From an optimization exercise on the open Yosys and OpenROAD flow, aimed at small area; shortcuts taken in it are not production practice.
The RTL was checked by simulation tests, not by an equivalence proof against the original design.
Power and IR drop assume default switching activity.

==> pepper: inputs <==
Design zwdec, start of the top module:
module zwdec #(
    parameter SETTLE_TICKS    = 4,
    parameter STROBE_WAIT_MAX = 100,
    parameter STROBE_MAX      = 40,
    parameter EDGE_WAIT_MAX   = 40
) (
    input  wire               clk,
    input  wire               rst,         
    input  wire               start,       
    input  wire               zw_in,       
    input  wire        [3:0]  thr_num,     
    input  wire        [3:0]  thr_den,
    input  wire        [3:0]  up_num,      
    input  wire        [3:0]  up_den,
    input  wire       [11:0]  scale_num,   
    input  wire       [11:0]  scale_den,
    input  wire signed [11:0] offset,      
    input  wire signed [11:0] tmin,        
    input  wire signed [11:0] tmax,        
    output wire               busy,
    output wire               done,
    output wire               valid,
    output wire        [2:0]  status,
    output wire       [15:0]  raw,
    output wire signed [31:0] temp_num,    
    output wire               vdd_en
);
export LEC_CHECK = 0
export ABC_AREA = 1
export CAP_MARGIN = 20
export CORE_MARGIN = 2
export CORE_UTILIZATION = 40
export PLACE_DENSITY = 0.6
export SLEW_MARGIN = 20
create_clock -name core_clock -period 13.0 [get_ports {clk}]
run.sh (not shown) runs the stock make flow with config.mk's settings and CLKGATE_MAP_FILE= SYNTH_SCRIPT=/design/flow/synth_recipe.tcl, a recipe that flattens the netlist after the stock synthesis.
==> onyx: changes against pepper <==
--- a/flow/design.v
+++ b/flow/design.v
@@ -40,28 +40,30 @@
                      S_OUT_RANGE = 3'd6;
     reg        [2:0]  phase;
     reg        [7:0]  cnt;
     reg        [5:0]  t;
     reg        [3:0]  q;         
     reg               nword;     
     reg               par;       
     reg       [15:0]  raw_q;
-    reg       [29:0]  tacc;
+    reg       [14:0]  tlo;       
+    reg       [14:0]  thi;
+    reg               tcy;       
     reg       [13:0]  e1;
     reg       [13:0]  e2;
     reg        [2:0]  status_q;
     wire idle = (phase == P_IDLE);
     assign busy     = !idle;
     assign vdd_en   = !idle;
     assign done     = idle && (status_q != S_NONE);
     assign valid    = idle && (status_q == S_OK);
     assign status   = status_q;
     assign raw      = raw_q;
-    assign temp_num = {{2{tacc[29]}}, tacc};
+    assign temp_num = {{2{thi[14]}}, thi, tlo};
     wire [7:0]  h     = cnt + 8'd1;
     wire [7:0]  mc    = zw_in ? h : cnt;
     wire [3:0]  dd    = zw_in ? up_den : thr_den;
     wire [3:0]  nn    = zw_in ? up_num : thr_num;
     reg  [11:0] lhs;
     reg  [9:0]  rhs;
     reg         cmp;                               
     reg  [11:0] pa;
@@ -93,41 +95,52 @@
     wire dcell   = !q[3];                          
     wire first   = !nword && (q == 4'd7);          
     wire win     = nword || !q[2];                 
     wire [3:0] j = {~nword, q[2:0]};
     wire jsign   = !nword && (q[2:0] == 3'd3);     
     wire o_j  = win && offset[j];
     wire lo_j = win && tmin[j];
     wire hi_j = win && tmax[j];
-    wire acc_en  = dcell && ((in_lo && zw_in) || (in_hi && !zw_in && b));
-    wire        tsub  = in_lo && !jsign;
-    wire [29:0] ta    = in_lo ? (first ? 30'd0 : {tacc[28:0], 1'b0}) : tacc;
-    wire [11:0] tbm   = in_lo ? (o_j ? scale_den : 12'd0) : scale_num;
-    wire [29:0] tbx   = {{18{tsub}}, tbm ^ {12{tsub}}};
-    reg  [29:0] tnext;
-    reg         tc;
+    wire dstep   = in_hi && !zw_in && dcell;
+    wire pend    = (q != 4'd7);                    
+    wire nstep   = in_lo && zw_in && pend && raw_q[0];
+    wire        tsub  = dstep && !jsign;
+    wire [11:0] tbm   = dstep ? (o_j ? scale_den : 12'd0) : (nstep ? scale_num : 12'd0);
+    wire [14:0] tla   = dstep ? (first ? 15'd0 : {tlo[13:0], 1'b0}) : tlo;
+    wire [14:0] tlb   = {{3{tsub}}, tbm ^ {12{tsub}}};
+    wire        tcyv  = tcy && !first;
+    wire [14:0] tha   = dstep ? (first ? 15'd0 : {thi[13:0], tlo[14]}) : thi;
+    wire [14:0] thb   = dstep ? {{13{tsub & ~tcyv}}, tsub ^ tcyv, tsub} : {14'd0, tcyv};
+    reg  [14:0] tlnext, thnext;
+    reg         tc, tlc;
     integer     ti;
     always @* begin
         tc = tsub;
-        for (ti = 0; ti < 30; ti = ti + 1) begin
-            tnext[ti] = ta[ti] ^ tbx[ti] ^ tc;
-            tc        = (ta[ti] & tbx[ti]) | (tc & (ta[ti] ^ tbx[ti]));
-        end
-    end
-    wire        e1sub = in_lo && !jsign;
-    wire        e2sub = !in_lo || jsign;
-    wire [12:0] e1bm  = in_lo ? (((o_j ^ lo_j) ? {1'b0, scale_den} : 13'd0) |
+        for (ti = 0; ti < 15; ti = ti + 1) begin
+            tlnext[ti] = tla[ti] ^ tlb[ti] ^ tc;
+            tc         = (tla[ti] & tlb[ti]) | (tc & (tla[ti] ^ tlb[ti]));
+        end
+        tlc = tc;
+        tc  = 1'b0;
+        for (ti = 0; ti < 15; ti = ti + 1) begin
+            thnext[ti] = tha[ti] ^ thb[ti] ^ tc;
+            tc         = (tha[ti] & thb[ti]) | (tc & (tha[ti] ^ thb[ti]));
+        end
+    end
+    wire        e1sub = dstep && !jsign;
+    wire        e2sub = (dstep && jsign) || nstep;
+    wire [12:0] e1bm  = dstep ? (((o_j ^ lo_j) ? {1'b0, scale_den} : 13'd0) |
                                  ((o_j & lo_j) ? {scale_den, 1'b0} : 13'd0))
-                              : {1'b0, scale_num};
-    wire [12:0] e2bm  = in_lo ? (((o_j ^ hi_j) ? {1'b0, scale_den} : 13'd0) |
+                              : (nstep ? {1'b0, scale_num} : 13'd0);
+    wire [12:0] e2bm  = dstep ? (((o_j ^ hi_j) ? {1'b0, scale_den} : 13'd0) |
                                  ((o_j & hi_j) ? {scale_den, 1'b0} : 13'd0))
-                              : {1'b0, scale_num};
-    wire [15:0] e1a   = in_lo ? (first ? 16'd0 : {e1[13], e1, 1'b0}) : {{2{e1[13]}}, e1};
-    wire [15:0] e2a   = in_lo ? (first ? 16'd0 : {e2[13], e2, 1'b0}) : {{2{e2[13]}}, e2};
+                              : (nstep ? {1'b0, scale_num} : 13'd0);
+    wire [15:0] e1a   = dstep ? (first ? 16'd0 : {e1[13], e1, 1'b0}) : {{2{e1[13]}}, e1};
+    wire [15:0] e2a   = dstep ? (first ? 16'd0 : {e2[13], e2, 1'b0}) : {{2{e2[13]}}, e2};
     wire [15:0] e1bx  = {{3{e1sub}}, e1bm ^ {13{e1sub}}};
     wire [15:0] e2bx  = {{3{e2sub}}, e2bm ^ {13{e2sub}}};
     reg  [15:0] e1s, e2s;
     reg         c1, c2;
     integer     ei;
     always @* begin
         c1 = e1sub;
         c2 = e2sub;
@@ -141,21 +154,21 @@
     wire [13:0] e1n   = (e1s[15:13] == 3'b000 || e1s[15:13] == 3'b111) ? e1s[13:0]
                       : {e1s[15], {13{~e1s[15]}}};
     wire [13:0] e2n   = (e2s[15:13] == 3'b000 || e2s[15:13] == 3'b111) ? e2s[13:0]
                       : {e2s[15], {13{~e2s[15]}}};
     wire parity_ok = par ^ b ^ nword;     
     wire in_range  = !e1[13] && !e2[13];
     wire lim39 = (cnt == 8'd39);
     always @(posedge clk) begin
-        if (acc_en) begin
-            tacc <= tnext;
-            e1   <= e1n;
-            e2   <= e2n;
-        end
+        tlo  <= tlnext;
+        thi  <= thnext;
+        tcy  <= tlc;
+        e1   <= e1n;
+        e2   <= e2n;
         if (in_hi && !zw_in && dcell)
             raw_q <= {raw_q[14:0], b};
         if (rst) begin
             phase    <= P_IDLE;
             status_q <= S_NONE;
         end else begin
             case (phase)
                 P_IDLE: begin
==> umber: changes against pepper <==
==> flow/design.v (replaced) <==
module zwdec #(
    parameter SETTLE_TICKS    = 4,
    parameter STROBE_WAIT_MAX = 100,
    parameter STROBE_MAX      = 40,
    parameter EDGE_WAIT_MAX   = 40
) (
    input  wire               clk,
    input  wire               rst,         
    input  wire               start,       
    input  wire               zw_in,       
    input  wire        [3:0]  thr_num,     
    input  wire        [3:0]  thr_den,
    input  wire        [3:0]  up_num,      
    input  wire        [3:0]  up_den,
    input  wire       [11:0]  scale_num,   
    input  wire       [11:0]  scale_den,
    input  wire signed [11:0] offset,      
    input  wire signed [11:0] tmin,        
    input  wire signed [11:0] tmax,        
    output wire               busy,
    output wire               done,
    output wire               valid,
    output wire        [2:0]  status,
    output wire       [15:0]  raw,
    output wire signed [31:0] temp_num,    
    output wire               vdd_en
);
    localparam [2:0] P_IDLE     = 3'd0,
                     P_WAIT     = 3'd1,    
                     P_MEAS_STB = 3'd2,
                     P_START_HI = 3'd3,
                     P_CELL_LO  = 3'd4,
                     P_CELL_HI  = 3'd5;
    localparam [2:0] S_NONE      = 3'd0,
                     S_OK        = 3'd1,
                     S_TIMEOUT   = 3'd2,
                     S_BAD_STB   = 3'd3,
                     S_BAD_BIT   = 3'd4,
                     S_PARITY    = 3'd5,
                     S_OUT_RANGE = 3'd6;
    reg        [2:0]  phase;
    reg        [7:0]  cnt;
    reg        [5:0]  t;
    reg        [3:0]  nb;        
    reg               nword;     
    reg               par;       
    reg       [15:0]  raw_q;
    reg signed [29:0] tacc;
    reg signed [15:0] e1;
    reg signed [15:0] e2;
    reg        [2:0]  status_q;
    wire idle = (phase == P_IDLE);
    assign busy     = !idle;
    assign vdd_en   = !idle;
    assign done     = idle && (status_q != S_NONE);
    assign valid    = idle && (status_q == S_OK);
    assign status   = status_q;
    assign raw      = raw_q;
    assign temp_num = {{2{tacc[29]}}, tacc};
    wire [7:0]  h     = cnt + 8'd1;
    wire [7:0]  mc    = zw_in ? h : cnt;
    wire [3:0]  dd    = zw_in ? up_den : thr_den;
    wire [3:0]  nn    = zw_in ? up_num : thr_num;
    wire [11:0] lhs   = mc * dd;
    wire [9:0]  rhs   = nn * t;
    wire        cmp   = (lhs >= {2'b00, rhs});    
    wire in_lo    = (phase == P_CELL_LO);
    wire in_hi    = (phase == P_CELL_HI);
    wire deliver  = in_hi && !zw_in;
    wire is_par   = (nb == 4'd0);
    wire step     = deliver && !is_par;
    wire slot_en  = nword ? (nb != 4'd8) : (nb[3:2] == 2'b00);
    wire slot     = in_lo && zw_in && slot_en;
    wire [3:0] j  = {~nword, nb[2:0]};
    wire jsign    = !nword && (nb[2:0] == 3'd3);    
    wire o_j  = offset[j];
    wire lo_j = tmin[j];
    wire hi_j = tmax[j];
    wire        b      = cmp;
    wire [11:0] bs     = b ? scale_num : 12'd0;
    wire [12:0] tsl    = o_j ? {1'b0, scale_den} : 13'd0;
    wire        tsub   = !step && !jsign;                  
    wire [29:0] ta     = step ? {tacc[28:0], 1'b0} : tacc;
    wire [29:0] tb     = step ? {18'd0, bs} : {17'd0, tsl};
    wire [29:0] tbx    = tb ^ {30{tsub}};
    reg  [29:0] tnext;
    reg         tc;
    integer     ti;
    always @* begin
        tc = tsub;
        for (ti = 0; ti < 30; ti = ti + 1) begin
            tnext[ti] = ta[ti] ^ tbx[ti] ^ tc;
            tc        = (ta[ti] & tbx[ti]) | (tc & (ta[ti] ^ tbx[ti]));
        end
    end
    wire [13:0] m1     = (o_j & lo_j) ? {1'b0, scale_den, 1'b0} :
                         (o_j | lo_j) ? {2'b0, scale_den}       : 14'd0;
    wire [13:0] m2     = (o_j & hi_j) ? {1'b0, scale_den, 1'b0} :
                         (o_j | hi_j) ? {2'b0, scale_den}       : 14'd0;
    wire        e1sub  = !step && !jsign;
    wire        e2sub  = step || jsign;
    wire [17:0] e1a    = step ? {e1[15], e1, 1'b0} : {{2{e1[15]}}, e1};
    wire [17:0] e2a    = step ? {e2[15], e2, 1'b0} : {{2{e2[15]}}, e2};
    wire [17:0] e1b    = step ? {6'd0, bs} : {4'd0, m1};
    wire [17:0] e2b    = step ? {6'd0, bs} : {4'd0, m2};
    wire [17:0] e1bx   = e1b ^ {18{e1sub}};
    wire [17:0] e2bx   = e2b ^ {18{e2sub}};
    reg  [17:0] e1s, e2s;
    reg         c1, c2;
    integer     ei;
    always @* begin
        c1 = e1sub;
        c2 = e2sub;
        for (ei = 0; ei < 18; ei = ei + 1) begin
            e1s[ei] = e1a[ei] ^ e1bx[ei] ^ c1;
            c1      = (e1a[ei] & e1bx[ei]) | (c1 & (e1a[ei] ^ e1bx[ei]));
            e2s[ei] = e2a[ei] ^ e2bx[ei] ^ c2;
            c2      = (e2a[ei] & e2bx[ei]) | (c2 & (e2a[ei] ^ e2bx[ei]));
        end
    end
    wire [15:0] e1n    = (e1s[17:15] == 3'b000 || e1s[17:15] == 3'b111) ? e1s[15:0]
                       : {e1s[17], {15{~e1s[17]}}};
    wire [15:0] e2n    = (e2s[17:15] == 3'b000 || e2s[17:15] == 3'b111) ? e2s[15:0]
                       : {e2s[17], {15{~e2s[17]}}};
    wire parity_ok = par ^ b ^ nword;     
    wire in_range  = !e1[15] && !e2[15];
    wire lim39 = (cnt == 8'd39);
    always @(posedge clk) begin
        if (step || slot) begin
            tacc <= tnext;
            e1   <= e1n;
            e2   <= e2n;
        end
        if (step)
            raw_q <= {raw_q[14:0], b};
        if (rst) begin
            phase    <= P_IDLE;
            status_q <= S_NONE;
        end else begin
            case (phase)
                P_IDLE: begin
                    if (start) begin
                        status_q <= S_NONE;
                        cnt      <= 8'd0;
                        nb       <= 4'd8;
                        nword    <= 1'b0;
                        par      <= 1'b0;
                        tacc     <= 30'd0;
                        e1       <= 16'd0;
                        e2       <= 16'd0;
                        phase    <= P_WAIT;
                    end
                end
                P_WAIT: begin
                    if (cnt[7:2] != 6'd0 && !zw_in) begin
                        cnt   <= 8'd0;
                        phase <= P_MEAS_STB;
                    end else if (cnt == SETTLE_TICKS + STROBE_WAIT_MAX - 1) begin
                        status_q <= S_TIMEOUT;
                        phase    <= P_IDLE;
                    end else begin
                        cnt <= h;
                    end
                end
                P_MEAS_STB: begin
                    if (!zw_in) begin
                        if (lim39) begin
                            status_q <= S_TIMEOUT;
                            phase    <= P_IDLE;
                        end else begin
                            cnt <= h;
                        end
                    end else if (cnt == 8'd0) begin
                        status_q <= S_BAD_STB;
                        phase    <= P_IDLE;
                    end else begin
                        t     <= cnt[5:0];
                        cnt   <= 8'd0;
                        phase <= P_START_HI;
                    end
                end
                P_START_HI: begin
                    if (zw_in) begin
                        if (lim39) begin
                            status_q <= S_TIMEOUT;
                            phase    <= P_IDLE;
                        end else begin
                            cnt <= h;
                        end
                    end else begin
                        cnt   <= 8'd0;
                        phase <= P_CELL_LO;
                    end
                end
                P_CELL_LO: begin
                    if (!zw_in) begin
                        if (lim39) begin
                            status_q <= S_TIMEOUT;
                            phase    <= P_IDLE;
                        end else begin
                            cnt <= h;
                        end
                    end else begin
                        cnt   <= 8'd0;
                        phase <= P_CELL_HI;
                    end
                end
                P_CELL_HI: begin
                    if (zw_in) begin
                        if (cmp) begin
                            status_q <= S_BAD_BIT;
                            phase    <= P_IDLE;
                        end else begin
                            cnt <= h;
                        end
                    end else begin
                        cnt <= 8'd0;
                        par <= par ^ b;
                        if (!is_par) begin
                            nb    <= nb - 4'd1;
                            phase <= P_CELL_LO;
                        end else if (!parity_ok) begin
                            status_q <= S_PARITY;
                            phase    <= P_IDLE;
                        end else if (!nword) begin
                            nb    <= 4'd8;
                            nword <= 1'b1;
                            phase <= P_CELL_LO;
                        end else begin
                            status_q <= in_range ? S_OK : S_OUT_RANGE;
                            phase    <= P_IDLE;
                        end
                    end
                end
                default: begin
                    phase <= P_IDLE;
                end
            endcase
        end
    end
endmodule
- ABC_AREA: 1 -> not set
==> notes <==
Against onyx, the clock skew of umber is higher by 0.0036 ns.
Of umber and onyx, umber has the higher first-iteration DRC count (gap about 60%, measured against onyx).
Against pepper, the cell area of onyx is smaller by about 7%.
Final cell count: onyx < pepper < umber.
Synthesized cell count: pepper < umber < onyx.
In clock power, pepper and onyx hardly differ.
Power, highest first: umber, onyx, pepper.
umber reached the layout checks and failed them: setup timing. pepper completed, yet does not pass: setup timing. onyx went through all stages and came out clean.
Synthesized area: onyx is smaller than pepper (about 5%).
Sequential power: pepper < onyx < umber.

## what the ideal ports hide
The flow's constraints put no driver on any port. The routed layouts listed below were extracted and timed again, unchanged, in two steps.
Step 1: set_driving_cell puts a clkbuf_16 on clk and a buf_2 on each other input, an assumption about the parent block.
Step 2 adds t to the input delays and takes it off the output delays; t is the mean of the earliest and latest rising clock arrival at the registers after step 1. Input paths then give back, and output paths get back, about the clock's delay inside the block.
Three values: ideal, step 1, step 2; two values: the first two.
| run | t (ns) | setup WS [ns] | slew at the worst register clock pin (ns) | worst data-port slew with drivers (ns) | pins driven straight from the clock port |
|---|---|---|---|---|---|
| pepper | 0.403 | -1.054 / -1.051 / -1.454 | 0.08 / 0.08 | 0.06 | 1 |
| onyx | 0.395 | 1.890 / 1.908 / 1.513 | 0.08 / 0.08 | 0.04 | 1 |
| umber | 0.404 | -2.469 / -2.467 / -2.871 | 0.08 / 0.08 | 0.07 | 1 |
For umber, which loses most, drivers alone change the setup slack by +0.002 ns; drivers and shift together by -0.402 ns.
